Source: an optimization exercise on an open RTL-to-GDS flow (aim: small area, a short achievable clock period and few clock cycles per item). Production flows keep margins and buffers that such runs may drop.
Function was checked by simulation only, so behaviour that the tests miss may differ from the original.
Power figures rest on the tool's default switching activity, not on a simulated workload.

==> flow/design.v (excerpt) <==
module dmac_prog_builder (
    input  wire        clk,
    input  wire        rst,
    input  wire        cmd_valid,
    output wire        cmd_ready,
    input  wire        cmd_zf,          
    input  wire [31:0] cmd_src,
    input  wire [31:0] cmd_dst,
    input  wire [31:0] cmd_size,
    input  wire [2:0]  cmd_bsz,
    input  wire [4:0]  cmd_blen,
    input  wire [2:0]  cmd_ssz,
    input  wire [5:0]  cmd_periph,
    input  wire [1:0]  cmd_kind,        
    input  wire        cmd_cache,
    input  wire        cmd_nonsecure,
    input  wire [31:0] cmd_buf_base,
    input  wire [31:0] cmd_buf_cap,
    output wire        wr_valid,
    input  wire        wr_ready,
    output wire [31:0] wr_addr,
    output wire [7:0]  wr_data,
    output reg         res_valid,
    output wire [1:0]  res_status,      
    output reg  [3:0]  res_cause,
    output wire [31:0] res_length,
    output wire [31:0] res_needed,
    output reg  [3:0]  res_residual
);
    localparam [3:0] I_SAR  = 4'd0;
    localparam [3:0] I_DAR  = 4'd1;
    localparam [3:0] I_FLP  = 4'd2;
    localparam [3:0] I_CCRB = 4'd3;
    localparam [3:0] I_LP1  = 4'd4;
    localparam [3:0] I_LP0  = 4'd5;
    localparam [3:0] I_BODY = 4'd6;
    localparam [3:0] I_LPE0 = 4'd7;
    localparam [3:0] I_LPE1 = 4'd8;
    localparam [3:0] I_CCRT = 4'd9;
    localparam [3:0] I_END  = 4'd10;
  ...
==> flow/config.mk <==
export PLATFORM = sky130hd
export DESIGN_NAME = dmac_prog_builder
export DESIGN_NICKNAME = dmac_prog_builder
export VERILOG_FILES = /design/flow/design.v
export SDC_FILE = /design/flow/constraint.sdc
export NUM_CORES = 4
export LEC_CHECK = 0
export CAP_MARGIN = 20
export CORE_MARGIN = 2
export CORE_UTILIZATION = 40
export CTS_BUF_LIST = sky130_fd_sc_hd__clkbuf_8
export SETUP_SLACK_MARGIN = 5
export SLEW_MARGIN = 20
export TNS_END_PERCENT = 10
==> flow/constraint.sdc <==
create_clock -name core_clock -period 8.0 [get_ports {clk}]
set_input_delay 1.6000 -clock core_clock [delete_from_list [all_inputs] [get_ports {clk}]]
set_output_delay 1.6000 -clock core_clock [all_outputs]
set_load 0.01 [all_outputs]
run.sh (not shown) runs the stock make flow with config.mk's settings and CLKGATE_MAP_FILE= SYNTH_SCRIPT=/design/flow/synth_recipe.tcl, a recipe that flattens the netlist after the stock synthesis.
The baseline finished clean.
Testbench counts at the start, summed over its fixed seeds: cycles 17,742, builds 384.
Rerun with:
==> flow/flow/run.sh (new file) <==
#!/bin/bash
set -euo pipefail
sed 's/SETUP_SLACK_MARGIN=[0-9.]*/SETUP_SLACK_MARGIN=5.5/' standard.sh > standard_margin.sh
bash standard_margin.sh > standard.log 2>&1
==> flow/standard.sh (new file) <==
#!/bin/bash
# synth_recipe.tcl (not shown) runs the flow's synth.tcl, then flattens the netlist and writes it again
# the make line also repeats each setting of config.mk as NAME=value (left out here)
make -C /OpenROAD-flow-scripts/flow DESIGN_CONFIG=/design/flow/config.mk WORK_HOME=/design/flow/orfs CLKGATE_MAP_FILE= SYNTH_SCRIPT=/design/flow/synth_recipe.tcl "${@:-finish}"
CTS_BUF_LIST = default   (was sky130_fd_sc_hd__clkbuf_8)
TNS_END_PERCENT = default   (was 10)
removed: flow/run.sh
Design area rises by 21%.
Setup slack is better by 0.30 ns.
Synthesized area stays the same.
Die area is unchanged.
Sequential power stays flat.
Via count rises by 9.2%.
Cell count rises by 7.7%.
Rerun with:
==> flow/run.sh (new file) <==
#!/bin/bash
# synth_recipe.tcl (not shown) runs the flow's synth.tcl, then flattens the netlist and writes it again
# the make line also repeats each setting of config.mk as NAME=value (left out here)
make -C /OpenROAD-flow-scripts/flow DESIGN_CONFIG=/design/flow/config.mk WORK_HOME=/design/flow/orfs CLKGATE_MAP_FILE= SYNTH_SCRIPT=/design/flow/synth_recipe.tcl finish
SETUP_SLACK_MARGIN = 4.5   (was 5)
removed: flow/flow/run.sh
removed: flow/standard.sh
Outcome: Synthesized cell count does not change; core utilization drops by 12 points; design area drops by 20%; wire length drops by about 14%; register-to-register slack got worse by 0.54 ns.
Rerun with:
CTS_BUF_LIST = sky130_fd_sc_hd__clkbuf_8   (was default)
CTS_CLUSTER_SIZE = 30   (was default)
SETUP_SLACK_MARGIN = 5   (was 4.5)
Outcome: The changed run passed the timing, design-rule and antenna checks. Power rises by 4.4%. Worst setup slack improved by 0.51 ns. Non-clock buffer count rose by 74. Sequential power is about the same. Clock skew is about the same. Utilization came out higher by 3.0 points. Routed wire length came out higher by 4.3%. Cell area went up by 6.1%. Worst hold slack gets worse by 0.0079 ns.

* * *

run 1:
dmac_prog_builder again, from the RTL that the note above started with.
clock: 8.0 ns
lec_check: 0
cap_margin: 20
core_margin: 2
core_utilization: 40
cts_buf_list: sky130_fd_sc_hd__clkbuf_8
place_density: 0.75
setup_slack_margin: 5
slew_margin: 20
Stock flow here: none of the scripts above is used.
Run 1 completed every stage of the flow, and the final layout passed the timing, design-rule and antenna checks.
Testbench counts of run 1, summed over its fixed seeds: cycles 17,742, builds 384.
Input changes introduced in run 2 (baseline for comparison: run 1):
- clearing SETUP_SLACK_MARGIN, which used to be 5
- clearing CTS_BUF_LIST, which used to be sky130_fd_sc_hd__clkbuf_8
- clearing PLACE_DENSITY, which used to be 0.75
==> comparison <==
- Run 2 against run 1: power attributed to combinational cells went down about 10%, final estimated routing congestion in global placement went down 0.0032, worst-case hold slack held.
Input changes introduced in run 3 (baseline for comparison: run 2):
- setting CTS_BUF_LIST to sky130_fd_sc_hd__clkbuf_4 for the first time
- setting SETUP_SLACK_MARGIN to 5 for the first time
Results
Run 3 against run 2; total power of the final layout is down slightly.
Between run 2 and run 3, the flow reports final weighted congestion in routability-driven placement decreasing by a few percent.
Number of nets in the finished design | run 3 above run 2
Edits applied to the flow inputs when going from run 3 to run 4:
- a deleted CTS_BUF_LIST that had been sky130_fd_sc_hd__clkbuf_4
- an added CTS_CLUSTER_SIZE of 30
## What came out
Run 4: full flow OK, the timing, design-rule and antenna checks passed
Compared with run 3, run 4 shows a lower transition time at the pin with the least slew margin.
Per the comparison of run 4 with run 3, setup slack lower, register-to-register slack lower, number of fillers in the final layout lower, final critical-path required period higher.
Per the comparison of run 4 with run 3, final design instance area without fill shows an increase of 150 µm², count of clock-buffer cells in the layout -71, detailed-route wire length per cell went up.
Of run 3 and run 4, run 4 shows the higher worst-path maximum fanout, with run 3 below it.
Mux contribution to synthesized area across run 3 and run 4: no real change.

-- static timing again, ports no longer ideal --
No port has a modelled driver above. Below, the same layouts with a new extraction and two added sets of constraints. Step 1, drivers: a clkbuf_16 drives clk and a buf_2 each remaining input, both assumed. Step 2, shift: input delay + t, output delay - t, t = (earliest + latest rising clock arrival at the registers) / 2. This alone moves slack from input paths to output paths. Three values: no drivers, after step 1, after step 2; two values: the first two.
| run | t (ns) | slack for setup (ns) | clock arrival spread, ns | worst register clock-pin slew, ns | worst data-port slew with drivers (ns) |
|---|---|---|---|---|---|
| the first run of note 1 | 0.678 | 4.755 / 4.701 / 4.160 | 0.034 / 0.034 | 0.07 / 0.07 | 0.12 |
| the second run of note 1 | 0.601 | 5.059 / 5.067 / 4.486 | 0.016 / 0.015 | 0.06 / 0.06 | 0.12 |
| the third run of note 1 | 0.633 | 4.539 / 4.483 / 3.996 | 0.014 / 0.013 | 0.06 / 0.06 | 0.10 |
| the fourth run of note 1 | 0.671 | 5.045 / 4.992 / 4.389 | 0.017 / 0.017 | 0.06 / 0.06 | 0.09 |
| run 1 | 0.681 | 4.956 / 4.908 / 4.361 | 0.044 / 0.044 | 0.07 / 0.07 | 0.12 |
| run 2 | 0.631 | 3.856 / 3.827 / 3.195 | 0.017 / 0.017 | 0.06 / 0.06 | 0.09 |
| run 3 | 0.818 | 5.011 / 4.961 / 4.164 | 0.066 / 0.066 | 0.07 / 0.07 | 0.09 |
| run 4 | 0.599 | 4.962 / 4.934 / 4.405 | 0.010 / 0.010 | 0.06 / 0.06 | 0.10 |
After both steps every run listed still meets setup and hold. For run 3, which loses most, drivers alone change the setup slack by -0.050 ns; drivers and shift together by -0.847 ns.
